Background: an optimization exercise with open tools, aiming at small area, a short achievable clock period and few clock cycles. Do not read the settings as production practice. RTL that was checked went through simulation tests only; none was proved equivalent to the original. Only the layout flow was run in runs 2 and 3; the RTL was not checked for function there. The clock port is modelled as an ideal driver; clocking choices that lean on that would not hold on a real chip. Power is estimated from default activity; no workload was simulated.

==> flow/config.mk <==
export PLATFORM = sky130hd
export DESIGN_NAME = mansos_demod
export DESIGN_NICKNAME = mansos_demod
export VERILOG_FILES = /design/flow/design.v
export SDC_FILE = /design/flow/constraint.sdc
export NUM_CORES = 4
export LEC_CHECK = 0
export CAP_MARGIN = 20
export CORE_MARGIN = 2
export CORE_UTILIZATION = 40
export SLEW_MARGIN = 20
==> flow/constraint.sdc <==
create_clock -name core_clock -period 14.0 [get_ports {clk}]
set_input_delay 2.8000 -clock core_clock [delete_from_list [all_inputs] [get_ports {clk}]]
set_output_delay 2.8000 -clock core_clock [all_outputs]
set_load 0.01 [all_outputs]
==> flow/design.v <==
module mansos_demod (
    input  wire        clk,
    input  wire        rst,           
    input  wire        start,         
    output wire        raw_re,        
    output wire [6:0]  raw_addr,
    input  wire [7:0]  raw_rdata,
    output wire        busy,
    output reg         done,          
    output reg  [2:0]  result,
    output wire [1:0]  halt_state,
    output wire [3:0]  bit_len,
    output wire [6:0]  bit_count,
    output wire [3:0]  nbytes,
    output wire [63:0] frame_out
);
    localparam [1:0] S_PRE = 2'd0, S_DELIM = 2'd1, S_DATA = 2'd2;
    localparam [2:0] R_VALID = 3'd1, R_EXHAUSTED = 3'd2, R_BAD_DELIM = 3'd3,
                     R_LENGTH = 3'd5, R_CHECKSUM = 3'd6;
    reg        run;           
    reg        boot;          
    reg        setl;          
    reg [10:0] rd;            
    reg [7:0]  ra;            
    reg [1:0]  wb;            
    reg        rv;            
    reg [31:0] win;           
    reg [3:0]  L;
    reg [1:0]  state;
    reg        pol, locked;
    reg [1:0]  cnt;
    reg [4:0]  ds;            
    reg [63:0] sr;            
    reg [6:0]  bit_idx;
    reg [2:0]  zr;
    reg [15:0] crc;
    reg        crc_pend;      
    reg [3:0]  oh_b;          
    reg [7:0]  oh_o;          
    reg        re_q;          
    reg [2:0]  nwin;          
    assign busy       = run;
    assign halt_state = state;
    assign bit_len    = L;
    assign bit_count  = bit_idx;
    assign nbytes     = (result[2] || result == R_VALID) ? bit_idx[6:3] : 4'd0;
    genvar g;
    generate
        for (g = 0; g < 8; g = g + 1) begin : g_frame
            assign frame_out[8*g +: 8] = sr[63-8*g -: 8];
        end
    endgenerate
    assign raw_re   = re_q;
    assign raw_addr = ra[6:0];
    reg [21:0] w22;
    reg [14:0] r;
    integer q, u;
    always @* begin
        for (q = 0; q < 22; q = q + 1) begin
            w22[q] = 1'b0;
            for (u = 0; u < 4; u = u + 1)
                w22[q] = w22[q] | (oh_b[u] & win[(8*u + q) % 32]);
        end
        for (q = 0; q < 15; q = q + 1) begin
            r[q] = 1'b0;
            for (u = 0; u < 8; u = u + 1)
                r[q] = r[q] | (oh_o[u] & w22[q + u]);
        end
    end
    function [4:0] therm5(input [4:0] x);
        integer a, b;
        reg [4:0] y;
        reg hi, lo;
        begin
            y = x;
            for (a = 0; a < 5; a = a + 1)
                for (b = 0; b < 4 - a; b = b + 1) begin
                    hi = y[b] | y[b+1];
                    lo = y[b] & y[b+1];
                    y[b]   = hi;
                    y[b+1] = lo;
                end
            therm5 = y;           
        end
    endfunction
    wire [9:0] lmask;
    genvar gk;
    generate
        for (gk = 0; gk < 10; gk = gk + 1) begin : g_mask
            assign lmask[gk] = (gk < L);
        end
    endgenerate
    wire [9:0] m  = r[9:0] & lmask;
    wire [5:0] ta = {therm5(m[4:0]), 1'b1};    
    wire [5:0] tb = {therm5(m[9:5]), 1'b1};
    wire [2:0] thr = L[3:1] + {2'd0, L[0]};    
    reg vote;
    always @* begin
        case (thr)
            3'd2:    vote = ta[2] | (ta[1] & tb[1]) | tb[2];
            3'd3:    vote = ta[3] | (ta[2] & tb[1]) | (ta[1] & tb[2]) | tb[3];
            3'd4:    vote = ta[4] | (ta[3] & tb[1]) | (ta[2] & tb[2]) | (ta[1] & tb[3]) | tb[4];
            default: vote = ta[5] | (ta[4] & tb[1]) | (ta[3] & tb[2]) | (ta[2] & tb[3])
                          | (ta[1] & tb[4]) | tb[5];
        endcase
    end
    wire first = r[0];
    wire past  = r[L];
    reg [7:0] is4, ge3;
    integer i;
    always @* begin
        for (i = 0; i < 8; i = i + 1) begin
            is4[i] = (r[4+i] == pol) && (r[5+i] == pol) && (r[6+i] != pol) && (r[7+i] != pol);
            ge3[i] = ((r[4+i] == pol) && (r[5+i] == pol) && ((r[6+i] != pol) || (r[7+i] != pol)))
                  || ((r[6+i] != pol) && (r[7+i] != pol) && ((r[4+i] == pol) || (r[5+i] == pol)));
        end
    end
    wire hi31 = &rd[9:5];
    wire fast = !locked && !rd[10] && !hi31;
    reg [7:0] esel;
    always @* begin
        esel = 8'd0;
        if      (is4[0]) esel[0] = 1'b1;
        else if (is4[1]) esel[1] = 1'b1;
        else if (is4[2]) esel[2] = 1'b1;
        else if (is4[3]) esel[3] = 1'b1;
        else if (is4[4]) esel[4] = 1'b1;
        else if (ge3[0]) esel[0] = 1'b1;
        else if (ge3[1]) esel[1] = 1'b1;
        else if (ge3[2]) esel[2] = 1'b1;
        else if (ge3[3]) esel[3] = 1'b1;
        else if (ge3[4]) esel[4] = 1'b1;
        else if (fast && ge3[5]) esel[5] = 1'b1;
        else if (fast && ge3[6]) esel[6] = 1'b1;
        else if (fast && ge3[7]) esel[7] = 1'b1;
    end
    wire e_found = |esel;
    wire [4:0] dist5  = rd[4:0] - ds;
    wire [3:0] new_l  = dist5[4] ? {2'b01, dist5[3:2]} : {2'b10, dist5[3:2]};
    wire       len_ok = !(!dist5[4] && dist5[3] && dist5[2]);
    wire [4:0] lo0   = {1'b0, rd[3:0]};
    wire [6:0] hi_p1 = rd[10:4] + 7'd1;
    wire [4:0] lo_lm = lo0 + {1'b0, L} - 5'd1;
    wire [4:0] lo_l  = lo0 + {1'b0, L};
    wire [4:0] lo_lp = lo0 + {1'b0, L} + 5'd1;
    wire [4:0] lo_8  = lo0 + 5'd8;
    wire [4:0] lo_s  = lo0 + {1'b0, new_l};
    wire [4:0] lo_n  = fast ? lo0 + 5'd4 : lo0 + 5'd1;
    function [12:0] nxt(input [4:0] lo, input [10:0] cur, input [6:0] hp);
        nxt = {lo[4:3] - {1'b0, cur[3]}, lo[4] ? hp : cur[10:4], lo[3:0]};
    endfunction
    wire [12:0] n_lm = nxt(lo_lm, rd, hi_p1);
    wire [12:0] n_l  = nxt(lo_l,  rd, hi_p1);
    wire [12:0] n_lp = nxt(lo_lp, rd, hi_p1);
    wire [12:0] n_8  = nxt(lo_8,  rd, hi_p1);
    wire [12:0] n_s  = nxt(lo_s,  rd, hi_p1);
    wire [12:0] n_n  = nxt(lo_n,  rd, hi_p1);
    wire [12:0] n_0  = {2'b00, rd};
    reg [4:0] lo_edge;
    reg [1:0] cr_edge;
    reg [4:0] lo_j;
    integer j;
    always @* begin
        lo_edge = 5'd0;
        cr_edge = 2'd0;
        for (j = 0; j < 8; j = j + 1) begin
            lo_j    = lo0 + 5'd6 + j[4:0];
            lo_edge = lo_edge | ({5{esel[j]}} & lo_j);
            cr_edge = cr_edge | ({2{esel[j]}} & (lo_j[4:3] - {1'b0, rd[3]}));
        end
    end
    wire [12:0] n_e = {cr_edge, lo_edge[4] ? hi_p1 : rd[10:4], lo_edge[3:0]};
    wire [4:0]  p5  = {rd[4] ^ lo_edge[4], lo_edge[3:0]};    
    reg lcarry;                                       
    always @* begin
        case (L)
            4'd4:    lcarry = (rd[3:0] >= 4'd12);
            4'd5:    lcarry = (rd[3:0] >= 4'd11);
            4'd6:    lcarry = (rd[3:0] >= 4'd10);
            4'd7:    lcarry = (rd[3:0] >= 4'd9);
            4'd8:    lcarry = rd[3];
            4'd9:    lcarry = (rd[3:0] >= 4'd7);
            default: lcarry = (rd[3:0] >= 4'd6);
        endcase
    end
    wire exh_pre = rd[10];
    wire exh_del = rd[10] || (hi31 && (rd[4:0] >= 5'd13));
    wire exh_dat = rd[10] || (hi31 && rd[4] && lcarry);
    reg  exh;
    always @* begin
        case (state)
            S_PRE:   exh = exh_pre;
            S_DELIM: exh = exh_del;
            default: exh = exh_dat;
        endcase
    end
    wire [2:0] o = rd[2:0];
    reg  [1:0] need_b;      
    always @* begin
        case (state)
            S_PRE:   need_b = 2'd1;
            S_DELIM: need_b = (fast ? (o <= 3'd1) : (o <= 3'd4)) ? 2'd2 : 2'd3;
            default: begin
                case (L)
                    4'd4:    need_b = (o >= 3'd4) ? 2'd2 : 2'd1;
                    4'd5:    need_b = (o >= 3'd3) ? 2'd2 : 2'd1;
                    4'd6:    need_b = (o >= 3'd2) ? 2'd2 : 2'd1;
                    4'd7:    need_b = (o >= 3'd1) ? 2'd2 : 2'd1;
                    4'd8:    need_b = 2'd2;
                    4'd9:    need_b = (o == 3'd7) ? 2'd3 : 2'd2;
                    default: need_b = (o >= 3'd6) ? 2'd3 : 2'd2;
                endcase
            end
        endcase
    end
    reg data_ok;
    always @* begin
        case (need_b)
            2'd1:    data_ok = |nwin;
            2'd2:    data_ok = nwin[2] | nwin[1];
            default: data_ok = nwin[2] | (nwin[1] & nwin[0]);
        endcase
    end
    function [15:0] crc_byte(input [15:0] c0, input [7:0] d);
        integer t;
        reg [15:0] c;
        begin
            c = c0 ^ {8'd0, d};
            for (t = 0; t < 8; t = t + 1)
                c = c[0] ? ((c >> 1) ^ 16'h8408) : (c >> 1);
            crc_byte = c;
        end
    endfunction
    wire [15:0] crc_upd = crc_byte(crc, sr[7:0]);
    wire        crc_ok  = crc_pend ? (crc_upd == 16'd0) : (crc == 16'd0);
    function [3:0] dec4(input [1:0] x);
        dec4 = 4'd1 << x;
    endfunction
    function [7:0] dec8(input [2:0] x);
        dec8 = 8'd1 << x;
    endfunction
    wire acc_start = !run && start && !rst;
    wire stepok    = run && !setl && !exh && data_ok;
    reg [12:0] n_v1, n_v0;
    always @* begin
        if (state == S_PRE) begin
            n_v1 = n_0;
            n_v0 = n_8;
        end else begin
            n_v1 = first ? n_l : (!past ? n_lm : n_lp);
            n_v0 = !first ? n_l : (past ? n_lm : n_lp);
        end
    end
    wire [12:0] n_del  = e_found ? n_e : (locked ? n_0 : n_n);
    wire [12:0] n_step = (state == S_DELIM) ? n_del : (vote ? n_v1 : n_v0);
    wire [12:0] n_w    = stepok ? n_step : ((setl && len_ok) ? n_s : n_0);
    wire [10:0] rd_w  = run ? n_w[10:0] : 11'd0;
    wire [1:0]  crossed = n_w[12:11];
    wire       ends = setl ? !len_ok
                    : (exh || (data_ok && (
                          (state == S_DELIM && locked && !e_found)
                       || (state == S_DATA && ((zr != 3'd4) ? (bit_idx == 7'd79) : !vote)))));
    wire       run_w = acc_start || (run && !rst && !ends);
    wire [7:0] ra_w  = ra + {7'd0, raw_re};
    wire [2:0] nwin_a  = nwin + {2'd0, rv};
    wire [2:0] nwin_1  = nwin_a - 3'd1;
    wire [2:0] nwin_2  = nwin_a - 3'd2;
    wire [2:0] nwin_w  = crossed[1] ? nwin_2 : (crossed[0] ? nwin_1 : nwin_a);
    wire [2:0] full_c  = nwin_a + {2'd0, raw_re} - 3'd4;
    wire       re_w  = acc_start || (run_w && !ra_w[7] && ({1'b0, crossed} != full_c));
    wire store = (zr != 3'd4);      
    always @(posedge clk) begin
        done <= 1'b0;
        if (rst) begin
            run  <= 1'b0;
            boot <= 1'b0;
            re_q <= 1'b0;
        end else begin
            run  <= run_w;
            boot <= acc_start;
            re_q <= re_w;
            done <= run && ends;
        end
        rv <= raw_re;
        if (rv)
            win[{wb[1:0], 3'b000} +: 8] <= raw_rdata;
        rd   <= rd_w;
        oh_b <= dec4(rd_w[4:3]);
        oh_o <= dec8(rd_w[2:0]);
        if (run) begin
            ra   <= ra_w;
            wb   <= wb + {1'b0, rv};
            nwin <= nwin_w;
        end else begin
            ra   <= 8'd0;
            wb   <= 2'd0;
            nwin <= 3'd0;
        end
        if (crc_pend) crc <= crc_upd;
        crc_pend <= 1'b0;
        if (!run) begin
            setl   <= 1'b0;
            pol    <= 1'b1;
            locked <= 1'b0;
            cnt    <= 2'd0;
            zr     <= 3'd0;
            crc    <= 16'd0;
        end else if (boot) begin
            L       <= 4'd8;
            state   <= S_PRE;
            bit_idx <= 7'd0;
        end else if (setl) begin
            setl <= 1'b0;
            if (len_ok) begin
                L     <= new_l;
                state <= S_DATA;
            end else begin
                result <= R_BAD_DELIM;
            end
        end else if (exh) begin
            result <= R_EXHAUSTED;
        end else if (data_ok) begin
            case (state)
            S_PRE: begin
                if (vote)
                    state <= S_DELIM;
            end
            S_DELIM: begin
                if (e_found) begin
                    pol <= ~pol;
                    if (!locked) begin
                        locked <= 1'b1;
                        ds     <= p5;
                    end else begin
                        cnt <= cnt + 2'd1;
                        if (cnt == 2'd3)
                            setl <= 1'b1;
                    end
                end else if (locked) begin
                    result <= R_BAD_DELIM;
                end
            end
            default: begin   
                zr <= vote ? 3'd0 : zr + 3'd1;
                if (store) begin
                    if (!bit_idx[6]) begin
                        sr <= {sr[62:0], vote};
                        crc_pend <= (bit_idx[2:0] == 3'd7);
                    end
                    bit_idx <= bit_idx + 7'd1;
                    if (bit_idx == 7'd79)
                        result <= R_LENGTH;
                end else if (!vote) begin
                    if (bit_idx[6:3] != 4'd8)
                        result <= R_LENGTH;
                    else if (!crc_ok)
                        result <= R_CHECKSUM;
                    else
                        result <= R_VALID;
                end
            end
            endcase
        end
    end
endmodule
==> flow/flow/run.sh <==
#!/bin/bash
set -euo pipefail
export REPAIR_MARGIN=$(cat flow/margin.txt)
bash standard.sh synth > log_1_synth.txt 2>&1
bash standard.sh place > log_2_place.txt 2>&1
STAGE=place openroad -no_init -exit flow/repair.tcl > log_3_repair_place.txt 2>&1
bash standard.sh cts > log_4_cts.txt 2>&1
STAGE=cts openroad -no_init -exit flow/repair.tcl > log_5_repair_cts.txt 2>&1
bash standard.sh > log_6_finish.txt 2>&1
==> flow/flow/margin.txt <==
9
==> flow/flow/repair.tcl <==
# Setup repair at a tighter slack target on the placed (or clock-tree)
# database, then legalize; written back in place for the next ORFS step.
set res [pwd]/orfs/results/sky130hd/mansos_demod/base
set stage $::env(STAGE)
if { $stage == "place" } {
  set odb 3_place.odb
  set sdc 3_place.sdc
} else {
  set odb 4_cts.odb
  set sdc 4_cts.sdc
}
read_liberty $::env(FLOW_HOME)/platforms/sky130hd/lib/sky130_fd_sc_hd__tt_025C_1v80.lib
read_db $res/$odb
read_sdc $res/$sdc
source $::env(FLOW_HOME)/platforms/sky130hd/setRC.tcl
set_dont_use [get_lib_cells {sky130_fd_sc_hd__probe* sky130_fd_sc_hd__lpflow*}]
if { $stage == "cts" } {
  set_propagated_clock [all_clocks]
}
estimate_parasitics -placement
report_design_area
report_worst_slack -max
report_worst_slack -min
repair_timing -setup -setup_margin $::env(REPAIR_MARGIN) -skip_gate_cloning -verbose
detailed_placement
estimate_parasitics -placement
if { $stage == "cts" } {
  repair_timing -hold -hold_margin 0.05 -verbose
  detailed_placement
  estimate_parasitics -placement
}
check_placement
report_design_area
report_worst_slack -max
report_worst_slack -min
write_db $res/$odb
==> flow/standard.sh <==
#!/bin/bash
# synth_recipe.tcl (not shown) runs the flow's synth.tcl, then flattens the netlist and writes it again
# the make line also repeats each setting of config.mk as NAME=value (left out here)
make -C /OpenROAD-flow-scripts/flow DESIGN_CONFIG=/design/flow/config.mk WORK_HOME=/design/flow/orfs CLKGATE_MAP_FILE= SYNTH_SCRIPT=/design/flow/synth_recipe.tcl "${@:-finish}"
==> flow_summary.html, run 1 <==
<table>
<tr><th>Metric</th><th>Value</th></tr>
<tr><th colspan="2">Clock tree</th></tr>
<tr><td>Total clock buffers created by CTS</td><td>17</td></tr>
<tr><td>TritonCTS clock tree</td><td>yes</td></tr>
<tr><td>CTS resizes</td><td>0</td></tr>
<tr><td>Worst skew pair latency</td><td>0.45 ns</td></tr>
<tr><td>Clock-pin slew on the worst setup and hold paths</td><td>0.07 ns</td></tr>
<tr><td>Deepest level of the CTS H-tree</td><td>4</td></tr>
<tr><td>Post-CTS Setup Inserts</td><td>0</td></tr>
<tr><td>Hold-fix buffers, CTS</td><td>0</td></tr>
<tr><td>Clock tree root buffer cell</td><td>clkbuf_16</td></tr>
<tr><td>Maximum buffer depth of the clock tree</td><td>2</td></tr>
<tr><td>TritonCTS sink count</td><td>183</td></tr>
<tr><th colspan="2">Critical path</th></tr>
<tr><td>Kind of end point of the critical path</td><td>flop</td></tr>
<tr><td>Arrival @ worst endpoint</td><td>5.42 ns</td></tr>
<tr><td>Biggest fanout along the worst timing path</td><td>12</td></tr>
<tr><td>Slowest stage cell on the critical path</td><td>a2111oi_2</td></tr>
<tr><td>Type of the worst setup path</td><td>reg -&gt; reg</td></tr>
<tr><td>Dominant delay contributor by cell family on the critical path</td><td>compound AO/OA/AOI/OAI gates</td></tr>
<tr><td>Nature of the critical path startpoint</td><td>flop</td></tr>
<tr><td>Crit path buffers/inverters</td><td>2</td></tr>
<tr><td>Worst endpoint required time</td><td>14.33 ns</td></tr>
<tr><td>List of cells traversed by the critical path</td><td>buf_4 &gt; a22o_1 &gt; o21ai_0 &gt; nand4_1 &gt; a2111oi_2 &gt; nand4_1 &gt; mux2i_4 &gt; o21ai_1 &gt; and2_1 &gt; nor4_2 &gt; buf_4 &gt; or4b_1 &gt; o2111ai_2 &gt; nor3_2 &gt; a22oi_1 &gt; mux2_4</td></tr>
<tr><td>Crit path largest cell delay</td><td>0.94 ns</td></tr>
<tr><th colspan="2">Detailed routing</th></tr>
<tr><td>Iteration count of the initial detailed-routing pass</td><td>8</td></tr>
<tr><td>Total wire length after detailed routing</td><td>39.0 mm</td></tr>
<tr><td>First DRT Iteration DRCs</td><td>999</td></tr>
<tr><td>Vias post-DR</td><td>11900</td></tr>
<tr><td>Vias per Instance</td><td>5.86</td></tr>
<tr><td>Final routed wire length divided by cell count</td><td>19.2 µm</td></tr>
<tr><td>Post-detailed-route DRC marker count</td><td>0</td></tr>
<tr><td>Final ANT Viol Nets</td><td>0</td></tr>
<tr><th colspan="2">Die</th></tr>
<tr><td>Die outline height</td><td>187 µm</td></tr>
<tr><td>DIE WIDTH</td><td>187 µm</td></tr>
<tr><td>Number of cell rows</td><td>66</td></tr>
<tr><td>IO Count</td><td>105</td></tr>
<tr><td>Total Die Area</td><td>34800 µm²</td></tr>
<tr><td>Core area</td><td>32700 µm²</td></tr>
<tr><td>Starting Density</td><td>40.7%</td></tr>
<tr><th colspan="2">Global routing</th></tr>
<tr><td>Overall routing resource usage</td><td>22.3%</td></tr>
<tr><td>Maximum number of pins on one net before global-route repair</td><td>66</td></tr>
<tr><td>Number of global-route vias before repair</td><td>11300</td></tr>
<tr><td>First-pass GRT wire length</td><td>63.1 mm</td></tr>
<tr><td>Total congestion overflow</td><td>0</td></tr>
<tr><td>Antenna violations before repair</td><td>0</td></tr>
<tr><th colspan="2">Timing</th></tr>
<tr><td>Worst-case hold slack</td><td>0.436 ns</td></tr>
<tr><td>Relative slew margins</td><td>32.8%</td></tr>
<tr><td>Highest attainable clock frequency</td><td>0.197 GHz</td></tr>
<tr><td>Final setup skew</td><td>0.0167 ns</td></tr>
<tr><td>Number of pins with negative max-slew slack in the final report</td><td>0</td></tr>
<tr><td>Setup repair after global routing missed its margin</td><td>no</td></tr>
<tr><td>Shortest clock period the worst path allows after layout</td><td>5.08 ns</td></tr>
<tr><td>Setup TNS Final</td><td>0 ns</td></tr>
<tr><td>Final Cycle Share</td><td>36.3%</td></tr>
<tr><td>Hold Fails Final Rpt</td><td>0</td></tr>
<tr><td># setup viols final</td><td>0</td></tr>
<tr><td>Least-Margin Pin Slew</td><td>1.01 ns</td></tr>
<tr><th colspan="2">Power</th></tr>
<tr><td>Final Total Pwr</td><td>1.52 mW</td></tr>
<tr><td>Ratio of total power to cell area</td><td>96.3 nW/µm²</td></tr>
<tr><td>Worst vdd rail ir drop</td><td>78.8 µV</td></tr>
<tr><td>Leakage</td><td>5.81 nW</td></tr>
<tr><th colspan="2">Place</th></tr>
<tr><td>Dpl cell area</td><td>14700 µm²</td></tr>
<tr><td>Buffers added on ports</td><td>104</td></tr>
<tr><td>Final estimated routing congestion in global placement</td><td>0.949</td></tr>
<tr><td>Half-perimeter wire length after placement</td><td>28.4 mm</td></tr>
<tr><th colspan="2">Synth</th></tr>
<tr><td>Leading area contributor after synthesis</td><td>edfxtp_1</td></tr>
<tr><td>Most common flop cell mapped by yosys</td><td>edfxtp_1</td></tr>
<tr><td>Post-Syn Area</td><td>13300 µm²</td></tr>
<tr><td>Avg Cell Area, Syn</td><td>9.06 µm²</td></tr>
<tr><td>Proportion of synthesized flip-flops having asynchronous set or reset</td><td>0%</td></tr>
<tr><td>Number of flops mapped to enable cells by yosys</td><td>117</td></tr>
<tr><td>Unique masters post-synth</td><td>108</td></tr>
<tr><td>Proportion of synthesized chip area in sequential cells</td><td>36.3%</td></tr>
<tr><td>Synth area leaders</td><td>edfxtp_1 26%, dfxtp_1 9.9%, ha_1 6.4%</td></tr>
<tr><td>Count of synthesis-stage warnings from yosys</td><td>1</td></tr>
<tr><td>Number of register bits inferred by synthesis</td><td>183</td></tr>
<tr><td>Number of nets in the synthesized netlist</td><td>1551</td></tr>
<tr><td>Post-synth top area share</td><td>26.4%</td></tr>
<tr><td>Syn Inst Count</td><td>1470</td></tr>
<tr><th colspan="2">Layout</th></tr>
<tr><td>Number of nets at the end of the flow</td><td>1651</td></tr>
<tr><td>Number of filler cells placed in the layout</td><td>3164</td></tr>
<tr><td>Synth-to-layout area growth</td><td>18.6%</td></tr>
<tr><td>Layout Utilization</td><td>48.3%</td></tr>
<tr><td>Fraction of final layout cells with drive strength greater than 1</td><td>11.6%</td></tr>
<tr><td>Area of all placed cells without fillers</td><td>15800 µm²</td></tr>
<tr><td>Antenna Diode Count</td><td>0</td></tr>
<tr><th colspan="2">Hold path</th></tr>
<tr><td>HP Class</td><td>reg -&gt; reg</td></tr>
<tr><th colspan="2">Outcome</th></tr>
<tr><td>Run status</td><td>no timing/DRC/antenna violations</td></tr>
<tr><th colspan="2">Run</th></tr>
<tr><td>Number of max-cap violations</td><td>0</td></tr>
</table>
[through the flow]
step                      cells  worst slack, ns
final                      2025             8.92
after floorplan            1470             3.81
after global routing       2025             8.54
after CTS                  1997             8.90
after detailed placement   1946             8.28
after global placement     1946             8.30
[kinds of logic (layout without fill, tap and decap cells)]
family                   after synthesis  count (layout)  share of synthesized area [%]
buffers and inverters                161             274                           4.99
flip-flops                           183             183                           36.3
adder cells (fa/ha/maj)               75              75                           7.07
AO/OA/AOI/OAI                        455             455                           24.0
multiplexers                          29              29                           2.54
AND/OR/NAND/NOR                      458             458                           17.8
XOR/XNOR                             109             109                           7.33
[worst reg2reg max path, stage by stage, from the launching register on]
cell and delay (ns):
dfxtp_4 0.40, buf_4 0.19, a22o_1 0.30, o21ai_0 0.17, nand4_1 0.15, a2111oi_2 0.94
nand4_1 0.31, mux2i_4 0.29, o21ai_1 0.10, and2_1 0.30, nor4_2 0.33, buf_4 0.19
or4b_1 0.51, o2111ai_2 0.15, nor3_2 0.10, a22oi_1 0.20, mux2_4 0.32
[cell usage after synthesis, types with 25 or more instances]
| library cell | count |
|---|---|
| a21oi_1 | 59 |
| a22o_1 | 68 |
| clkbuf_1 | 56 |
| dfxtp_1 | 66 |
| edfxtp_1 | 117 |
| ha_1 | 68 |
| inv_1 | 73 |
| nand2_1 | 92 |
| nand3_1 | 50 |
| nor2_1 | 124 |
| nor3_1 | 29 |
| o21ai_0 | 143 |
| xnor2_1 | 82 |
| xor2_1 | 25 |
[registers in the layout (all words and copies together), names as in the netlist, 2 cells and up]
signal,flops
oh_o,8
ra,8
cnt,2
rd,11
ds,5
L,4
zr,3
crc,16
oh_b,4
sr,64
win,32
state,2
result,3
bit_idx,7
wb,2
nwin,3
[layer usage]
layer / wire length (µm) / track usage, %
met1: 18100 / 30.9
met2: 18100 / 36.2
met5: 0 / 0
met4: 830 / 7.36
met3: 2000 / 2.76
[cell type report]
class	count	area [µm²]	area share [%]
Clock buffer	17	425	2.69
Tap cell	442	553	3.50
Timing Repair Buffer	165	1510	9.57
Inverter	77	299	1.89
Sequential cell	183	4850	30.7
Multi-Input combinational cell	1126	8020	50.7
Clock inverter	15	139	0.879
[final timing paths]
kind / from / endpoint / slack (ns) / depth (start not counted)
max: oh_b[0] / nwin[2] / 8.92 / 16
min: re_q / rv / 0.44 / 0
max reg2reg: oh_b[0] / nwin[2] / 8.92 / 16
min reg2reg: re_q / rv / 0.44 / 0
[cell usage in the layout, fill, tap and decap left out, types with 7 or more instances in the layout]
cell type / instances
o2111ai_1: 7
or2_1: 7
xor2_1: 25
a31oi_1: 11
edfxtp_1: 117
nand3_1: 50
nand2_1: 92
o21ai_0: 143
clkdlybuf4s50_1: 104
a32oi_1: 8
nor2_1: 124
nand4_1: 19
ha_1: 68
nand2b_1: 10
and2_1: 16
o211ai_1: 12
clkbuf_16: 17
o22ai_1: 11
or3_1: 7
a21oi_1: 59
a22o_1: 68
a211oi_1: 17
xnor2_1: 81
inv_1: 71
or2_2: 12
a221o_1: 8
nor2b_1: 19
a211o_1: 7
mux2i_1: 21
a21o_1: 10
buf_4: 58
nor3_1: 28
and3_1: 20
dfxtp_1: 60
a22oi_1: 10
[report_power, final]
part,leakage (nW),switching [mW],total [mW],internal (mW)
sequential,1.55,0.0199,0.612,0.593
clock,0.273,0.226,0.461,0.235
combinational,3.99,0.266,0.448,0.182
total,5.81,0.512,1.52,1.01
Testbench counts, summed over its fixed seeds: cycles 36,945.
==> run 2: changes to the inputs <==
--- a/flow/design.v
+++ b/flow/design.v
@@ -267,14 +267,14 @@
     wire [2:0] nwin_2  = nwin_a - 3'd2;
     wire [2:0] nwin_w  = crossed[1] ? nwin_2 : (crossed[0] ? nwin_1 : nwin_a);
     wire [2:0] full_c  = nwin_a + {2'd0, raw_re} - 3'd4;
-    wire       re_w  = acc_start || (run_w && !ra_w[7] && ({1'b0, crossed} != full_c));
+    wire       re_w  = !run || !run_w || (!ra_w[7] && ({1'b0, crossed} != full_c));
     wire store = (zr != 3'd4);      
     always @(posedge clk) begin
         done <= 1'b0;
         if (rst) begin
             run  <= 1'b0;
             boot <= 1'b0;
-            re_q <= 1'b0;
+            re_q <= 1'b1;
         end else begin
             run  <= run_w;
             boot <= acc_start;
@@ -287,12 +287,16 @@
         rd   <= rd_w;
         oh_b <= dec4(rd_w[4:3]);
         oh_o <= dec8(rd_w[2:0]);
+        if (!run_w)
+            ra <= 8'd0;
+        else if (!run)
+            ra <= 8'd1;           
+        else
+            ra <= ra_w;
         if (run) begin
-            ra   <= ra_w;
             wb   <= wb + {1'b0, rv};
             nwin <= nwin_w;
         end else begin
-            ra   <= 8'd0;
             wb   <= 2'd0;
             nwin <= 3'd0;
         end
==> run 2 against run 1 <==
- still clean
- clock power rose by 4%
- sequential power rose by 22%
- count of clock-buffer cells in the layout stayed put
- sequential cell count unchanged
- first-iteration DRC count is 53% higher
- cell area grew 1.7%
- setup slack got worse by 0.046 ns
- non-clock buffer count fell by 30
==> flow_summary.html, run 2 <==
<table>
<tr><th>Metric</th><th>Value</th></tr>
<tr><th colspan="2">Critical path</th></tr>
<tr><td>Nature of the critical path startpoint</td><td>flop</td></tr>
<tr><td>Type of the worst setup path</td><td>reg -&gt; reg</td></tr>
<tr><td>Kind of end point of the critical path</td><td>flop</td></tr>
<tr><td>Biggest fanout along the worst timing path</td><td>14 (+2)</td></tr>
<tr><td>Slowest stage cell on the critical path</td><td>or4_4</td></tr>
<tr><td>Arrival @ worst endpoint</td><td>5.45 ns (+0.03 ns)</td></tr>
<tr><td>Worst endpoint required time</td><td>14.32 ns (about the same)</td></tr>
<tr><td>Crit path largest cell delay</td><td>0.65 ns (-0.29 ns)</td></tr>
<tr><td>List of cells traversed by the critical path</td><td>a22oi_1 &gt; a21boi_0 &gt; a2111o_1 &gt; or2_1 &gt; a2111o_1 &gt; nand4_1 &gt; nor4_1 &gt; or4_4 &gt; a211oi_4 &gt; nand2_1 &gt; o311ai_4 &gt; and3_1 &gt; and3_1 &gt; o221ai_1</td></tr>
<tr><th colspan="2">Timing</th></tr>
<tr><td>Post-layout worst setup margin</td><td>8.87 ns (-0.0460 ns)</td></tr>
<tr><td>Shortest clock period the worst path allows after layout</td><td>5.13 ns (+0.0460 ns)</td></tr>
<tr><td># setup viols final</td><td>0 (unchanged)</td></tr>
<tr><td>Hold Fails Final Rpt</td><td>0 (unchanged)</td></tr>
<tr><td>Worst-case hold slack</td><td>0.434 ns (-0.00190 ns)</td></tr>
<tr><td>Final setup skew</td><td>0.0175 ns (+0.000760 ns)</td></tr>
<tr><td>Setup TNS Final</td><td>0 ns (unchanged)</td></tr>
<tr><td>Final Cycle Share</td><td>36.6% (+0.33 points)</td></tr>
<tr><td>Least-Margin Pin Slew</td><td>1.11 ns (+0.104 ns)</td></tr>
<tr><td>Highest attainable clock frequency</td><td>0.195 GHz (-0.90%)</td></tr>
<tr><td>Number of pins with negative max-slew slack in the final report</td><td>0 (unchanged)</td></tr>
<tr><td>Relative slew margins</td><td>25.9% (-7.0 points)</td></tr>
<tr><td>Setup repair after global routing missed its margin</td><td>no</td></tr>
<tr><th colspan="2">Place</th></tr>
<tr><td>Half-perimeter wire length after placement</td><td>31.8 mm (+12%)</td></tr>
<tr><td>Final estimated routing congestion in global placement</td><td>0.955 (+0.66%)</td></tr>
<tr><td>Buffers added on ports</td><td>104 (unchanged)</td></tr>
<tr><td>Dpl cell area</td><td>15300 µm² (+4.1%)</td></tr>
<tr><td>Setup Slack @ Placement</td><td>7.81 ns (-0.470 ns)</td></tr>
<tr><th colspan="2">Synth</th></tr>
<tr><td>Synth area leaders</td><td>edfxtp_1 25%, dfxtp_1 9.5%, ha_1 6.2%</td></tr>
<tr><td>Commonest cells in the synthesized netlist</td><td>149 x o21ai_0, 134 x nand2_1, 117 x edfxtp_1, 115 x nor2_1, 79 x inv_1</td></tr>
<tr><td>Leading area contributor after synthesis</td><td>edfxtp_1</td></tr>
<tr><td>Library cell with the highest instance count after synthesis</td><td>o21ai_0</td></tr>
<tr><td>Number of nets in the synthesized netlist</td><td>1680 (+8.3%)</td></tr>
<tr><td>Count of synthesis-stage warnings from yosys</td><td>1 (unchanged)</td></tr>
<tr><td>Compound-Gate Fraction of Synth Area</td><td>26.4% (+2.4 points)</td></tr>
<tr><td>Parity-gate share of the synthesized area counting xor and xnor cells</td><td>5.61% (-1.7 points)</td></tr>
<tr><td>Largest family of logic cells by synthesized area</td><td>compound AO/OA/AOI/OAI gates</td></tr>
<tr><td>Proportion of synthesized chip area in sequential cells</td><td>34.8% (-1.5 points)</td></tr>
<tr><td>Multiplexer share of the synthesized area</td><td>1.83% (-0.71 points)</td></tr>
<tr><td>Proportion of synthesized flip-flops having asynchronous set or reset</td><td>0% (unchanged)</td></tr>
<tr><td>Post-synth top area share</td><td>25.3% (-1.1 points)</td></tr>
<tr><td>Post-Synth Adder-Cell Area</td><td>6.87% (-0.20 points)</td></tr>
<tr><td>Number of register bits inferred by synthesis</td><td>183 (unchanged)</td></tr>
<tr><td>Number of flops mapped to enable cells by yosys</td><td>117 (unchanged)</td></tr>
<tr><td>Unique masters post-synth</td><td>94 (-13%)</td></tr>
<tr><td>Post-Syn Area</td><td>13900 µm² (+4.3%)</td></tr>
<tr><td>Avg Cell Area, Syn</td><td>8.70 µm² (-4.0%)</td></tr>
<tr><td>Most common flop cell mapped by yosys</td><td>edfxtp_1</td></tr>
<tr><td>Syn Inst Count</td><td>1598 (+8.7%)</td></tr>
<tr><td>Fraction of the mapped netlist area in simple logic gates</td><td>19.5% (+1.7 points)</td></tr>
<tr><th colspan="2">Detailed routing</th></tr>
<tr><td>Routed length on met2</td><td>18.8 mm (+4.2%)</td></tr>
<tr><td>Iteration count of the initial detailed-routing pass</td><td>6 (-2)</td></tr>
<tr><td>Highest routed metal layer</td><td>met4</td></tr>
<tr><td>Post-detailed-route DRC marker count</td><td>0 (unchanged)</td></tr>
<tr><td>Final routed wire length divided by cell count</td><td>20.2 µm (+4.8%)</td></tr>
<tr><td>DR WL met3</td><td>3.07 mm (+54%)</td></tr>
<tr><td>Total wire length after detailed routing</td><td>43.1 mm (+10%)</td></tr>
<tr><td>First DRT Iteration DRCs</td><td>1524 (+53%)</td></tr>
<tr><td>Wire length on met1</td><td>19.7 mm (+9.3%)</td></tr>
<tr><td>Vias per Instance</td><td>6.16 (+5.1%)</td></tr>
<tr><td>Final ANT Viol Nets</td><td>0 (unchanged)</td></tr>
<tr><td>Vias post-DR</td><td>13200 (+11%)</td></tr>
<tr><th colspan="2">Clock tree</th></tr>
<tr><td>Deepest level of the CTS H-tree</td><td>4 (unchanged)</td></tr>
<tr><td>Clock-pin slew on the worst setup and hold paths</td><td>0.07 ns (about the same)</td></tr>
<tr><td>Hold-fix buffers, CTS</td><td>0 (unchanged)</td></tr>
<tr><td>TritonCTS sink count</td><td>183 (unchanged)</td></tr>
<tr><td>TritonCTS clock tree</td><td>yes</td></tr>
<tr><td>Post-CTS Setup Inserts</td><td>0 (unchanged)</td></tr>
<tr><td>Clock tree root buffer cell</td><td>clkbuf_16</td></tr>
<tr><td>Total clock buffers created by CTS</td><td>17 (unchanged)</td></tr>
<tr><td>Maximum buffer depth of the clock tree</td><td>2 (unchanged)</td></tr>
<tr><td>CTS resizes</td><td>0 (unchanged)</td></tr>
<tr><td>Worst skew pair latency</td><td>0.45 ns (about the same)</td></tr>
<tr><th colspan="2">Global routing</th></tr>
<tr><td>First-pass GRT wire length</td><td>67.3 mm (+6.7%)</td></tr>
<tr><td>Number of global-route vias before repair</td><td>12000 (+5.9%)</td></tr>
<tr><td>Total congestion overflow</td><td>0 (unchanged)</td></tr>
<tr><td>Overall routing resource usage</td><td>23.5% (+1.2 points)</td></tr>
<tr><td>Maximum number of pins on one net before global-route repair</td><td>66 (unchanged)</td></tr>
<tr><td>Antenna violations before repair</td><td>0 (unchanged)</td></tr>
<tr><th colspan="2">Die</th></tr>
<tr><td>Die outline height</td><td>190 µm (+2.1%)</td></tr>
<tr><td>Total Die Area</td><td>36300 µm² (+4.3%)</td></tr>
<tr><td>DIE WIDTH</td><td>190 µm (+2.1%)</td></tr>
<tr><td>IO Count</td><td>105 (unchanged)</td></tr>
<tr><td>Number of cell rows</td><td>68 (+3.0%)</td></tr>
<tr><td>Core area</td><td>34400 µm² (+5.1%)</td></tr>
<tr><td>Starting Density</td><td>40.4% (-0.30 points)</td></tr>
<tr><th colspan="2">Power</th></tr>
<tr><td>Ratio of total power to cell area</td><td>164 nW/µm² (+70%)</td></tr>
<tr><td>Final Total Pwr</td><td>2.64 mW (+73%)</td></tr>
<tr><td>Leakage</td><td>5.79 nW (-0.37%)</td></tr>
<tr><td>Worst vdd rail ir drop</td><td>110 µV (+40%)</td></tr>
<tr><th colspan="2">Outcome</th></tr>
<tr><td>Run status</td><td>no timing/DRC/antenna violations</td></tr>
<tr><th colspan="2">Layout</th></tr>
<tr><td>Most used cells in the layout excluding fill and tap cells</td><td>147 x o21ai_0, 134 x nand2_1, 117 x edfxtp_1, 115 x nor2_1, 104 x clkdlybuf4s50_1</td></tr>
<tr><td>Flip-flop count of the largest register after layout</td><td>64 (unchanged)</td></tr>
<tr><td>Fraction of final layout cells with drive strength greater than 1</td><td>7.61% (-4.0 points)</td></tr>
<tr><td>Antenna Diode Count</td><td>0 (unchanged)</td></tr>
<tr><td>Area of all placed cells without fillers</td><td>16100 µm² (+1.7%)</td></tr>
<tr><td>Synth-to-layout area growth</td><td>15.6%</td></tr>
<tr><td>Leading cell type in the layout, fill and taps excluded</td><td>o21ai_0</td></tr>
<tr><td>Number of nets at the end of the flow</td><td>1750 (+6.0%)</td></tr>
<tr><td>Top reg by flops</td><td>sr</td></tr>
<tr><th colspan="2">Hold path</th></tr>
<tr><td>HP Class</td><td>reg -&gt; reg</td></tr>
<tr><th colspan="2">Run</th></tr>
<tr><td>Number of max-cap violations</td><td>0 (unchanged)</td></tr>
</table>
==> run 2: cell type report <==
| class | count | area, µm² |
|---|---|---|
| Inverter | 83 | 323 |
| Sequential cell | 183 | 4840 |
| Timing Repair Buffer | 135 | 1280 |
| Fill cell | 3340 | 18300 |
| Multi-Input combinational cell | 1248 | 8470 |
| Clock buffer | 17 | 425 |
| Tap cell | 455 | 569 |
| Clock inverter | 15 | 163 |
==> run 2: power breakdown <==
group	total (mW)	internal [mW]	switching, mW
logic	1.41	0.499	0.911
registers	0.747	0.648	0.0989
clock network	0.480	0.253	0.227
==> run 2: layer usage <==
metal  global-route usage, %  vias up
li1                        -     6224
met1                    34.0     6279
met4                    9.18        0
met2                    34.9      564
met3                    3.75       92
met5                       0        -
==> run 2: logic make-up (layout without fill, tap and decap cells) <==
logic type / count (synthesis) / count (layout)
adders and majority gates: 76 / 76
AOI/OAI and AO/OA: 520 / 520
xor gates and xnor gates: 89 / 89
and+or+nand+nor: 538 / 538
DFF: 183 / 183
buffers and inverters: 167 / 250
muxes: 25 / 25
==> run 2: worst paths after layout <==
path	cells past startpoint	to	start	slack (ns)
worst max-delay path	14	nwin[2]	win[4]	8.87
worst min-delay path	0	rv	re_q	0.43
worst max register to register	14	nwin[2]	win[4]	8.87
worst min register to register	0	rv	re_q	0.43
==> run 2: critical path, delay by kind of cell (launching register included) <==
family          cells  cell delay (ns)
flops               1             0.51
compound gates      7             2.31
simple gates        7             2.18
==> run 2: per-stage QoR <==
step,util (%),std cells
after floorplan,-,1598
after global placement,44.4,2090
after detailed placement,44.4,2090
after CTS,46.7,2136
after global routing,46.8,2136
final,46.8,2136
==> run 3: changes to the inputs <==
==> flow/flow/margin.txt (replaced) <==
10
==> run 3 against run 2 <==
- largest cell class unchanged
- die area is the same
- still clean
- critical path depth is 4 higher
- clock power grew 4.4%
- first-iteration DRC count fell by 6.4%
==> flow_summary.html, run 3 <==
<table>
<tr><th>Metric</th><th>Value</th></tr>
<tr><th colspan="2">Synth</th></tr>
<tr><td>Avg Cell Area, Syn</td><td>8.70 µm² (unchanged)</td></tr>
<tr><td>Post-Syn Area</td><td>13900 µm² (unchanged)</td></tr>
<tr><td>Count of synthesis-stage warnings from yosys</td><td>1 (unchanged)</td></tr>
<tr><td>Largest family of logic cells by synthesized area</td><td>compound AO/OA/AOI/OAI gates</td></tr>
<tr><td>Number of flops mapped to enable cells by yosys</td><td>117 (unchanged)</td></tr>
<tr><td>Number of register bits inferred by synthesis</td><td>183 (unchanged)</td></tr>
<tr><td>Parity-gate share of the synthesized area counting xor and xnor cells</td><td>5.61% (unchanged)</td></tr>
<tr><td>Fraction of the mapped netlist area in simple logic gates</td><td>19.5% (unchanged)</td></tr>
<tr><td>Post-Synth Adder-Cell Area</td><td>6.87% (unchanged)</td></tr>
<tr><td>Library cell with the highest instance count after synthesis</td><td>o21ai_0</td></tr>
<tr><td>Compound-Gate Fraction of Synth Area</td><td>26.4% (unchanged)</td></tr>
<tr><td>Proportion of synthesized flip-flops having asynchronous set or reset</td><td>0% (unchanged)</td></tr>
<tr><td>Proportion of synthesized chip area in sequential cells</td><td>34.8% (unchanged)</td></tr>
<tr><td>Unique masters post-synth</td><td>94 (unchanged)</td></tr>
<tr><td>Most common flop cell mapped by yosys</td><td>edfxtp_1</td></tr>
<tr><td>Commonest cells in the synthesized netlist</td><td>149 x o21ai_0, 134 x nand2_1, 117 x edfxtp_1, 115 x nor2_1, 79 x inv_1</td></tr>
<tr><td>Synth area leaders</td><td>edfxtp_1 25%, dfxtp_1 9.5%, ha_1 6.2%</td></tr>
<tr><td>Leading area contributor after synthesis</td><td>edfxtp_1</td></tr>
<tr><td>Syn Inst Count</td><td>1598 (unchanged)</td></tr>
<tr><td>Post-synth top area share</td><td>25.3% (unchanged)</td></tr>
<tr><td>Multiplexer share of the synthesized area</td><td>1.83% (unchanged)</td></tr>
<tr><td>Number of nets in the synthesized netlist</td><td>1680 (unchanged)</td></tr>
<tr><th colspan="2">Timing</th></tr>
<tr><td>Relative slew margins</td><td>24.2% (-1.7 points)</td></tr>
<tr><td>Hold Fails Final Rpt</td><td>0 (unchanged)</td></tr>
<tr><td>Shortest clock period the worst path allows after layout</td><td>4.63 ns (-0.495 ns)</td></tr>
<tr><td>Highest attainable clock frequency</td><td>0.216 GHz (+11%)</td></tr>
<tr><td>Least-Margin Pin Slew</td><td>1.13 ns (+0.0250 ns)</td></tr>
<tr><td>Number of pins with negative max-slew slack in the final report</td><td>0 (unchanged)</td></tr>
<tr><td>Final setup skew</td><td>0.0167 ns (-0.000785 ns)</td></tr>
<tr><td>Setup repair after global routing missed its margin</td><td>no</td></tr>
<tr><td>Setup TNS Final</td><td>0 ns (unchanged)</td></tr>
<tr><td># setup viols final</td><td>0 (unchanged)</td></tr>
<tr><td>Post-layout worst setup margin</td><td>9.37 ns (+0.495 ns)</td></tr>
<tr><td>Final Cycle Share</td><td>33.1% (-3.5 points)</td></tr>
<tr><th colspan="2">Global routing</th></tr>
<tr><td>Antenna violations before repair</td><td>0 (unchanged)</td></tr>
<tr><td>Maximum number of pins on one net before global-route repair</td><td>38 (-42%)</td></tr>
<tr><td>First-pass GRT wire length</td><td>74.7 mm (+11%)</td></tr>
<tr><td>Total congestion overflow</td><td>0 (unchanged)</td></tr>
<tr><td>Number of global-route vias before repair</td><td>13200 (+10%)</td></tr>
<tr><td>Overall routing resource usage</td><td>26.1% (+2.6 points)</td></tr>
<tr><th colspan="2">Critical path</th></tr>
<tr><td>Capture point of the worst reg-to-reg path</td><td>nwin[2]</td></tr>
<tr><td>Arrival @ worst endpoint</td><td>4.96 ns (-0.49 ns)</td></tr>
<tr><td>Number of cells on the worst reg-to-reg path</td><td>18 (+4)</td></tr>
<tr><td>Biggest fanout along the worst timing path</td><td>13 (-1)</td></tr>
<tr><td>Type of the worst setup path</td><td>reg -&gt; reg</td></tr>
<tr><td>Nature of the critical path startpoint</td><td>flop</td></tr>
<tr><td>Critical register-to-register path startpoint</td><td>oh_b[0]</td></tr>
<tr><td>Kind of end point of the critical path</td><td>flop</td></tr>
<tr><td>Crit path from</td><td>oh_b[0]</td></tr>
<tr><td>Worst endpoint required time</td><td>14.32 ns (about the same)</td></tr>
<tr><td>Register-to-register setup slack</td><td>9.37 ns (+0.49 ns)</td></tr>
<tr><td>Capture point of the worst path</td><td>nwin[2]</td></tr>
<tr><th colspan="2">Detailed routing</th></tr>
<tr><td>Total wire length after detailed routing</td><td>47.7 mm (+11%)</td></tr>
<tr><td>Highest routed metal layer</td><td>met4</td></tr>
<tr><td>Routed length on met2</td><td>21.4 mm (+14%)</td></tr>
<tr><td>Vias per Instance</td><td>6.15 (-0.15%)</td></tr>
<tr><td>Final ANT Viol Nets</td><td>0 (unchanged)</td></tr>
<tr><td>Post-detailed-route DRC marker count</td><td>0 (unchanged)</td></tr>
<tr><td>Final routed wire length divided by cell count</td><td>20.8 µm (+3.3%)</td></tr>
<tr><td>DR WL met3</td><td>3.57 mm (+16%)</td></tr>
<tr><td>Vias post-DR</td><td>14100 (+7.0%)</td></tr>
<tr><td>First DRT Iteration DRCs</td><td>1427 (-6.4%)</td></tr>
<tr><td>Wire length on met1</td><td>21.2 mm (+7.6%)</td></tr>
<tr><td>Iteration count of the initial detailed-routing pass</td><td>6 (unchanged)</td></tr>
<tr><th colspan="2">Power</th></tr>
<tr><td>Portion of total power attributed to the clock network</td><td>15.0% (-3.2 points)</td></tr>
<tr><td>Pint</td><td>1.82 mW (+30%)</td></tr>
<tr><td>Relative contribution of sequential cells to total power</td><td>22.1% (-6.2 points)</td></tr>
<tr><td>Ratio of total power to cell area</td><td>179 nW/µm² (+9.3%)</td></tr>
<tr><td>Worst vdd rail ir drop</td><td>131 µV (+19%)</td></tr>
<tr><td>Combinational group share of total power</td><td>62.9% (+9.4 points)</td></tr>
<tr><td>Leakage</td><td>7.54 nW (+30%)</td></tr>
<tr><td>Net switching power figure</td><td>1.53 mW (+23%)</td></tr>
<tr><td>Final Total Pwr</td><td>3.35 mW (+27%)</td></tr>
<tr><td>Switching part of the total power</td><td>45.6% (-1.3 points)</td></tr>
<tr><th colspan="2">Place</th></tr>
<tr><td>Half-perimeter wire length after placement</td><td>31.8 mm (unchanged)</td></tr>
<tr><td>Setup Slack @ Placement</td><td>7.81 ns (unchanged)</td></tr>
<tr><td>Buffers added on ports</td><td>104 (unchanged)</td></tr>
<tr><td>Final estimated routing congestion in global placement</td><td>0.955 (unchanged)</td></tr>
<tr><th colspan="2">Layout</th></tr>
<tr><td>Area occupied by multi-input gates</td><td>9480 µm² (+12%)</td></tr>
<tr><td>Most used cells in the layout excluding fill and tap cells</td><td>148 x buf_4, 134 x o21ai_0, 126 x nand2_1, 117 x edfxtp_1, 99 x nor2_1</td></tr>
<tr><td>Synth-to-layout area growth</td><td>34.3%</td></tr>
<tr><td>Leading cell type in the layout, fill and taps excluded</td><td>buf_4</td></tr>
<tr><td>Fraction of final layout cells with drive strength greater than 1</td><td>24.1% (+17 points)</td></tr>
<tr><td>Storage cell area</td><td>4860 µm² (+0.39%)</td></tr>
<tr><td>Top reg by flops</td><td>sr</td></tr>
<tr><td>Number of nets at the end of the flow</td><td>1904 (+8.8%)</td></tr>
<tr><td>Number of filler cells placed in the layout</td><td>3077 (-7.9%)</td></tr>
<tr><td>Flip-flop count of the largest register after layout</td><td>64 (unchanged)</td></tr>
<tr><td>Antenna Diode Count</td><td>0 (unchanged)</td></tr>
<tr><th colspan="2">Clock tree</th></tr>
<tr><td>TritonCTS sink count</td><td>183 (unchanged)</td></tr>
<tr><td>Clock-pin slew on the worst setup and hold paths</td><td>0.07 ns (about the same)</td></tr>
<tr><td>Maximum buffer depth of the clock tree</td><td>2 (unchanged)</td></tr>
<tr><td>TritonCTS clock tree</td><td>yes</td></tr>
<tr><td>Worst skew pair latency</td><td>0.45 ns (about the same)</td></tr>
<tr><td>CTS resizes</td><td>0 (unchanged)</td></tr>
<tr><td>Post-CTS Setup Inserts</td><td>0 (unchanged)</td></tr>
<tr><td>Deepest level of the CTS H-tree</td><td>4 (unchanged)</td></tr>
<tr><td>Clock tree root buffer cell</td><td>clkbuf_16</td></tr>
<tr><td>Total clock buffers created by CTS</td><td>17 (unchanged)</td></tr>
<tr><td>Hold-fix buffers, CTS</td><td>0 (unchanged)</td></tr>
<tr><th colspan="2">Outcome</th></tr>
<tr><td>Run status</td><td>no timing/DRC/antenna violations</td></tr>
<tr><th colspan="2">Die</th></tr>
<tr><td>Die outline height</td><td>190 µm (unchanged)</td></tr>
<tr><td>DIE WIDTH</td><td>190 µm (unchanged)</td></tr>
<tr><td>Total Die Area</td><td>36300 µm² (unchanged)</td></tr>
<tr><td>Number of cell rows</td><td>68 (unchanged)</td></tr>
<tr><td>Core area</td><td>34400 µm² (unchanged)</td></tr>
<tr><td>IO Count</td><td>105 (unchanged)</td></tr>
<tr><td>Starting Density</td><td>40.4% (unchanged)</td></tr>
<tr><th colspan="2">Run</th></tr>
<tr><td>Number of max-cap violations</td><td>0 (unchanged)</td></tr>
<tr><th colspan="2">Hold path</th></tr>
<tr><td>HP Class</td><td>reg -&gt; reg</td></tr>
</table>
-- run 3: cell count changes in the layout (fill, tap and decap cells not counted), sizes merged --
cell,delta
dlymetal6s2s,+87
buf,+155
clkinv,-4
clkbuf,+6
clkinvlp,+3
clkdlybuf4s50,-94
bufinv,+1
-- run 3: power groups by stage --
stage / Clock (mW) / Sequential, mW / Combinational, mW
after floorplan: 0 / 0.702 / 1.01
after global placement: 0 / 0.757 / 1.32
after detailed placement: 0 / 0.752 / 1.33
after CTS: 0.512 / 0.736 / 1.93
after global routing: 0.533 / 0.743 / 2.24
final: 0.501 / 0.740 / 2.11
-- run 3: worst min path at each step --
stage                      start  endpoint  slack, ns  cells after the start
after global routing        re_q        rv       0.42                      0
after detailed placement    re_q        rv       0.43                      0
after CTS                   re_q        rv       0.44                      0
after floorplan             re_q        rv       0.41                      0
after global placement    sr[48]    sr[49]       0.43                      0
final                       re_q        rv       0.40                      0
-- run 3: metal layers --
layer  global-route usage (%)  vias up
li1                         -     6538
met1                     37.1     6754
met2                     39.7      684
met3                     4.23      110
met4                     9.51        0
met5                        0        -
-- run 3: cells by family after synthesis --
logic type | after synthesis
buffers and inverters | 167
multiplexers | 25
XOR/XNOR | 89
flip-flops | 183
adder cells (fa/ha/maj) | 76
AND/OR/NAND/NOR | 538
AO/OA/AOI/OAI | 520
-- run 3: critical path, cell delays in order (launching register included) --
cell and delay [ns]:
dfxtp_4 0.41, buf_6 0.17, a22o_1 0.24, o21ai_0 0.24, nand4_1 0.24, or2_4 0.34
a2111o_1 0.38, nand4_1 0.19, buf_4 0.15, nor4_2 0.04, or4_4 0.61, a211oi_4 0.27
buf_4 0.18, nand3_1 0.11, a32oi_4 0.37, a221oi_4 0.07, buf_4 0.17, o211ai_1 0.18
o221ai_1 0.13
-- run 3: metrics by stage --
stage / util [%] / hold WS, ns / instance area, µm² / std cells
floorplan: - / 0.412 / 13900 / 1598
global placement: 44.4 / 0.430 / 15300 / 2090
detailed placement: 44.4 / 0.428 / 15300 / 2090
CTS: 52.0 / 0.444 / 17900 / 2244
global route: 54.3 / 0.420 / 18700 / 2290
finish: 54.3 / 0.405 / 18700 / 2290
-- run 3: cell type report --
| cell class | instances | area share (%) |
|---|---|---|
| Timing Repair Buffer | 289 | 15.1 |
| Tap cell | 455 | 3.05 |
| Multi-Input combinational cell | 1248 | 50.8 |
| Clock inverter | 15 | 0.992 |
| Inverter | 83 | 1.77 |
| Sequential cell | 183 | 26.0 |
| Clock buffer | 17 | 2.28 |
==> run 4: changes to the inputs <==
--- a/flow/design.v
+++ b/flow/design.v
@@ -267,14 +267,14 @@
     wire [2:0] nwin_2  = nwin_a - 3'd2;
     wire [2:0] nwin_w  = crossed[1] ? nwin_2 : (crossed[0] ? nwin_1 : nwin_a);
     wire [2:0] full_c  = nwin_a + {2'd0, raw_re} - 3'd4;
-    wire       re_w  = !run || !run_w || (!ra_w[7] && ({1'b0, crossed} != full_c));
+    wire       re_w  = acc_start || (run_w && !ra_w[7] && ({1'b0, crossed} != full_c));
     wire store = (zr != 3'd4);      
     always @(posedge clk) begin
         done <= 1'b0;
         if (rst) begin
             run  <= 1'b0;
             boot <= 1'b0;
-            re_q <= 1'b1;
+            re_q <= 1'b0;
         end else begin
             run  <= run_w;
             boot <= acc_start;
@@ -287,16 +287,12 @@
         rd   <= rd_w;
         oh_b <= dec4(rd_w[4:3]);
         oh_o <= dec8(rd_w[2:0]);
-        if (!run_w)
-            ra <= 8'd0;
-        else if (!run)
-            ra <= 8'd1;           
-        else
-            ra <= ra_w;
         if (run) begin
+            ra   <= ra_w;
             wb   <= wb + {1'b0, rv};
             nwin <= nwin_w;
         end else begin
+            ra   <= 8'd0;
             wb   <= 2'd0;
             nwin <= 3'd0;
         end
==> flow/run.sh (new file) <==
#!/bin/bash
# synth_recipe.tcl (not shown) runs the flow's synth.tcl, then flattens the netlist and writes it again
# the make line also repeats each setting of config.mk as NAME=value (left out here)
make -C /OpenROAD-flow-scripts/flow DESIGN_CONFIG=/design/flow/config.mk WORK_HOME=/design/flow/orfs CLKGATE_MAP_FILE= SYNTH_SCRIPT=/design/flow/synth_recipe.tcl finish
removed: flow/flow/run.sh
removed: flow/flow/margin.txt
removed: flow/flow/repair.tcl
removed: flow/standard.sh
==> run 4 against run 3 <==
- via count is 17% lower
- die area is 4.1% lower
- combinational power is 82% lower
- critical path type unchanged
- largest power group is now registers
==> flow_summary.html, run 4 <==
<table>
<tr><th>Metric</th><th>Value</th></tr>
<tr><th colspan="2">Outcome</th></tr>
<tr><td>Run status</td><td>no timing/DRC/antenna violations</td></tr>
<tr><th colspan="2">Timing</th></tr>
<tr><td>Final setup skew</td><td>0.0270 ns (+0.0103 ns)</td></tr>
<tr><td>Setup repair after global routing missed its margin</td><td>no</td></tr>
<tr><td>Hold Fails Final Rpt</td><td>0 (unchanged)</td></tr>
<tr><td>Number of pins with negative max-slew slack in the final report</td><td>0 (unchanged)</td></tr>
<tr><td>Least-Margin Pin Slew</td><td>1.01 ns (-0.120 ns)</td></tr>
<tr><td>Shortest clock period the worst path allows after layout</td><td>5.87 ns (+1.24 ns)</td></tr>
<tr><td>Post-layout worst setup margin</td><td>8.13 ns (-1.24 ns)</td></tr>
<tr><td>Worst-case hold slack</td><td>0.445 ns (+0.0400 ns)</td></tr>
<tr><td>Setup TNS Final</td><td>0 ns (unchanged)</td></tr>
<tr><td># setup viols final</td><td>0 (unchanged)</td></tr>
<tr><td>Relative slew margins</td><td>31.7% (+7.5 points)</td></tr>
<tr><td>Final Cycle Share</td><td>41.9% (+8.8 points)</td></tr>
<tr><td>Highest attainable clock frequency</td><td>0.170 GHz (-21%)</td></tr>
<tr><th colspan="2">Synth</th></tr>
<tr><td>Count of synthesis-stage warnings from yosys</td><td>1 (unchanged)</td></tr>
<tr><td>Parity-gate share of the synthesized area counting xor and xnor cells</td><td>7.33% (+1.7 points)</td></tr>
<tr><td>Compound-Gate Fraction of Synth Area</td><td>24.0% (-2.4 points)</td></tr>
<tr><td>Proportion of synthesized flip-flops having asynchronous set or reset</td><td>0% (unchanged)</td></tr>
<tr><td>Proportion of synthesized chip area in sequential cells</td><td>36.3% (+1.5 points)</td></tr>
<tr><td>Most common flop cell mapped by yosys</td><td>edfxtp_1</td></tr>
<tr><td>Multiplexer share of the synthesized area</td><td>2.54% (+0.71 points)</td></tr>
<tr><td>Commonest cells in the synthesized netlist</td><td>143 x o21ai_0, 124 x nor2_1, 117 x edfxtp_1, 92 x nand2_1, 82 x xnor2_1</td></tr>
<tr><td>Library cell with the highest instance count after synthesis</td><td>o21ai_0</td></tr>
<tr><td>Post-synth top area share</td><td>26.4% (+1.1 points)</td></tr>
<tr><td>Avg Cell Area, Syn</td><td>9.06 µm² (+4.2%)</td></tr>
<tr><td>Number of register bits inferred by synthesis</td><td>183 (unchanged)</td></tr>
<tr><td>Syn Inst Count</td><td>1470 (-8.0%)</td></tr>
<tr><td>Number of nets in the synthesized netlist</td><td>1551 (-7.7%)</td></tr>
<tr><td>Post-Synth Adder-Cell Area</td><td>7.07% (+0.20 points)</td></tr>
<tr><td>Fraction of the mapped netlist area in simple logic gates</td><td>17.8% (-1.7 points)</td></tr>
<tr><td>Leading area contributor after synthesis</td><td>edfxtp_1</td></tr>
<tr><td>Largest family of logic cells by synthesized area</td><td>compound AO/OA/AOI/OAI gates</td></tr>
<tr><td>Number of flops mapped to enable cells by yosys</td><td>117 (unchanged)</td></tr>
<tr><td>Unique masters post-synth</td><td>108 (+15%)</td></tr>
<tr><td>Synth area leaders</td><td>edfxtp_1 26%, dfxtp_1 9.9%, ha_1 6.4%</td></tr>
<tr><td>Post-Syn Area</td><td>13300 µm² (-4.2%)</td></tr>
<tr><th colspan="2">Place</th></tr>
<tr><td>Buffers added on ports</td><td>104 (unchanged)</td></tr>
<tr><td>Half-perimeter wire length after placement</td><td>28.4 mm (-11%)</td></tr>
<tr><td>Final estimated routing congestion in global placement</td><td>0.949 (-0.66%)</td></tr>
<tr><td>Dpl cell area</td><td>14700 µm² (-4.0%)</td></tr>
<tr><td>Placed cell count</td><td>1946 (-6.9%)</td></tr>
<tr><td>Setup Slack @ Placement</td><td>8.28 ns (+0.470 ns)</td></tr>
<tr><th colspan="2">Die</th></tr>
<tr><td>DIE WIDTH</td><td>187 µm (-2.1%)</td></tr>
<tr><td>Starting Density</td><td>40.7% (+0.30 points)</td></tr>
<tr><td>Total Die Area</td><td>34800 µm² (-4.1%)</td></tr>
<tr><td>IO Count</td><td>105 (unchanged)</td></tr>
<tr><td>Die outline height</td><td>187 µm (-2.1%)</td></tr>
<tr><td>Core area</td><td>32700 µm² (-4.9%)</td></tr>
<tr><td>Number of cell rows</td><td>66 (-2.9%)</td></tr>
<tr><th colspan="2">Clock tree</th></tr>
<tr><td>Total clock buffers created by CTS</td><td>17 (unchanged)</td></tr>
<tr><td>Deepest level of the CTS H-tree</td><td>4 (unchanged)</td></tr>
<tr><td>Worst skew pair latency</td><td>0.46 ns (about the same)</td></tr>
<tr><td>Clock tree root buffer cell</td><td>clkbuf_16</td></tr>
<tr><td>Post-CTS Setup Inserts</td><td>0 (unchanged)</td></tr>
<tr><td>TritonCTS clock tree</td><td>yes</td></tr>
<tr><td>CTS resizes</td><td>0 (unchanged)</td></tr>
<tr><td>Clock-pin slew on the worst setup and hold paths</td><td>0.07 ns (about the same)</td></tr>
<tr><td>TritonCTS sink count</td><td>183 (unchanged)</td></tr>
<tr><td>Hold-fix buffers, CTS</td><td>0 (unchanged)</td></tr>
<tr><td>Maximum buffer depth of the clock tree</td><td>2 (unchanged)</td></tr>
<tr><th colspan="2">Hold path</th></tr>
<tr><td>HP Class</td><td>reg -&gt; reg</td></tr>
<tr><th colspan="2">Layout</th></tr>
<tr><td>Storage cell area</td><td>4830 µm² (-0.54%)</td></tr>
<tr><td>Antenna Diode Count</td><td>0 (unchanged)</td></tr>
<tr><td>Flip-flop count of the largest register after layout</td><td>64 (unchanged)</td></tr>
<tr><td>Number of nets at the end of the flow</td><td>1604 (-16%)</td></tr>
<tr><td>Number of filler cells placed in the layout</td><td>3200 (+4.0%)</td></tr>
<tr><td>Non-filler cells in the finished layout</td><td>1978 (-14%)</td></tr>
<tr><td>Fraction of final layout cells with drive strength greater than 1</td><td>7.36% (-17 points)</td></tr>
<tr><td>Most used cells in the layout excluding fill and tap cells</td><td>143 x o21ai_0, 124 x nor2_1, 117 x edfxtp_1, 104 x clkdlybuf4s50_1, 92 x nand2_1</td></tr>
<tr><td>Area occupied by multi-input gates</td><td>7870 µm² (-17%)</td></tr>
<tr><td>Leading cell type in the layout, fill and taps excluded</td><td>o21ai_0</td></tr>
<tr><td>Synth-to-layout area growth</td><td>14.8%</td></tr>
<tr><td>Top reg by flops</td><td>sr</td></tr>
<tr><td>Area of all placed cells without fillers</td><td>15300 µm² (-18%)</td></tr>
<tr><th colspan="2">Critical path</th></tr>
<tr><td>Crit path from</td><td>oh_b[0]</td></tr>
<tr><td>Worst path depth</td><td>16 (-2)</td></tr>
<tr><td>Biggest fanout along the worst timing path</td><td>22 (+9)</td></tr>
<tr><td>Crit path buffers/inverters</td><td>1 (-3)</td></tr>
<tr><td>Slowest stage cell on the critical path</td><td>or4_1</td></tr>
<tr><td>Arrival @ worst endpoint</td><td>6.21 ns (+1.25 ns)</td></tr>
<tr><td>Number of cells on the worst reg-to-reg path</td><td>16 (-2)</td></tr>
<tr><td>Worst endpoint required time</td><td>14.33 ns (about the same)</td></tr>
<tr><td>Kind of end point of the critical path</td><td>flop</td></tr>
<tr><td>Capture point of the worst reg-to-reg path</td><td>nwin[2]</td></tr>
<tr><td>List of cells traversed by the critical path</td><td>a22o_1 &gt; or2_1 &gt; a22o_1 &gt; or4_1 &gt; xnor2_1 &gt; nor4_1 &gt; a211oi_1 &gt; a32oi_2 &gt; nand2b_4 &gt; nor4_2 &gt; buf_4 &gt; or4b_1 &gt; o2111ai_1 &gt; or2_1 &gt; a22oi_1 &gt; mux2_4</td></tr>
<tr><td>Nature of the critical path startpoint</td><td>flop</td></tr>
<tr><td>Critical register-to-register path startpoint</td><td>oh_b[0]</td></tr>
<tr><td>Register-to-register setup slack</td><td>8.13 ns (-1.24 ns)</td></tr>
<tr><td>Capture point of the worst path</td><td>nwin[2]</td></tr>
<tr><td>Crit path largest cell delay</td><td>0.76 ns (+0.15 ns)</td></tr>
<tr><td>Dominant delay contributor by cell family on the critical path</td><td>simple AND/OR/NAND/NOR gates</td></tr>
<tr><td>Type of the worst setup path</td><td>reg -&gt; reg</td></tr>
<tr><th colspan="2">Detailed routing</th></tr>
<tr><td>First DRT Iteration DRCs</td><td>995 (-30%)</td></tr>
<tr><td>Total wire length after detailed routing</td><td>38.0 mm (-20%)</td></tr>
<tr><td>Final routed wire length divided by cell count</td><td>19.2 µm (-7.7%)</td></tr>
<tr><td>Iteration count of the initial detailed-routing pass</td><td>6 (unchanged)</td></tr>
<tr><td>Post-detailed-route DRC marker count</td><td>0 (unchanged)</td></tr>
<tr><td>Vias per Instance</td><td>5.91 (-4.0%)</td></tr>
<tr><td>Final ANT Viol Nets</td><td>0 (unchanged)</td></tr>
<tr><td>Vias post-DR</td><td>11700 (-17%)</td></tr>
<tr><th colspan="2">Run</th></tr>
<tr><td>Number of max-cap violations</td><td>0 (unchanged)</td></tr>
<tr><th colspan="2">Global routing</th></tr>
<tr><td>Maximum number of pins on one net before global-route repair</td><td>66 (+74%)</td></tr>
<tr><td>Antenna violations before repair</td><td>0 (unchanged)</td></tr>
<tr><td>Number of global-route vias before repair</td><td>10900 (-18%)</td></tr>
<tr><td>Overall routing resource usage</td><td>21.6% (-4.5 points)</td></tr>
<tr><td>First-pass GRT wire length</td><td>61.1 mm (-18%)</td></tr>
<tr><td>Total congestion overflow</td><td>0 (unchanged)</td></tr>
<tr><th colspan="2">Power</th></tr>
<tr><td>Ratio of total power to cell area</td><td>97.9 nW/µm² (-45%)</td></tr>
<tr><td>Leakage</td><td>5.59 nW (-26%)</td></tr>
<tr><td>Worst vdd rail ir drop</td><td>85.1 µV (-35%)</td></tr>
</table>
==> run 4: cell count changes after synthesis, moves of 8 or more <==
cell	previous run	this run
a22oi_1	28	10
xnor2_1	60	82
a22o_1	49	68
nand3_1	62	50
a21boi_0	14	6
nor3_1	53	29
nand2_1	134	92
nor2_1	115	124
==> run 4: cell type report <==
type | instances | area share [%]
clock buffer | 19 | 2.98
multi-input combinational | 1126 | 51.4
timing repair buffer | 118 | 7.49
clock inverter | 13 | 0.982
tap | 442 | 3.62
inverter | 77 | 1.89
sequential | 183 | 31.6
==> run 4: stage by stage <==
step                      total power, mW  utilization [%]
final                                1.50             46.8
after global routing                 1.57             46.8
after CTS                            1.50             46.7
after detailed placement             1.01             44.8
after global placement               1.00             44.8
after floorplan                     0.908                -
==> run 4: kinds of logic after synthesis <==
family | after synthesis
and+or+nand+nor | 458
AOI/OAI and AO/OA | 455
buffers and inverters | 161
muxes | 29
DFF | 183
xor gates and xnor gates | 109
adders and majority gates | 75
==> run 4: worst min path at each step <==
stage	startpoint	endpoint	slack, ns	cells past startpoint
after floorplan	re_q	rv	0.41	0
after global placement	sr[10]	sr[11]	0.43	0
after detailed placement	re_q	rv	0.43	0
after CTS	sr[31]	sr[32]	0.45	0
after global routing	re_q	rv	0.46	0
final	re_q	rv	0.44	0
==> run 4: per-layer routing <==
| metal | routed length (µm) | vias up | share of wire [%] | track usage (%) |
|---|---|---|---|---|
| met2 | 17900 | 432 | 47 | 34.9 |
| li1 | - | 5593 | - | - |
| met3 | 2220 | 39 | 5.8 | 3.27 |
| met4 | 539 | 0 | 1.4 | 5.49 |
| met1 | 17400 | 5619 | 46 | 30.3 |
| met5 | 0 | - | 0 | 0 |
==> run 4: power breakdown <==
group | internal, mW | switching (mW)
sequential | 0.593 | 0.0218
combinational | 0.146 | 0.244
clock | 0.272 | 0.221
total | 1.01 | 0.486
Testbench counts of run 4, summed over its fixed seeds: cycles 36,945.

Setup slack of run 4, layout unchanged: 8.128 ns with ideal ports, 8.128 ns with driving cells assumed (clock clkbuf_16, inputs buf_2), 8.128 ns with port delays also shifted by the 0.491 ns mid clock arrival.
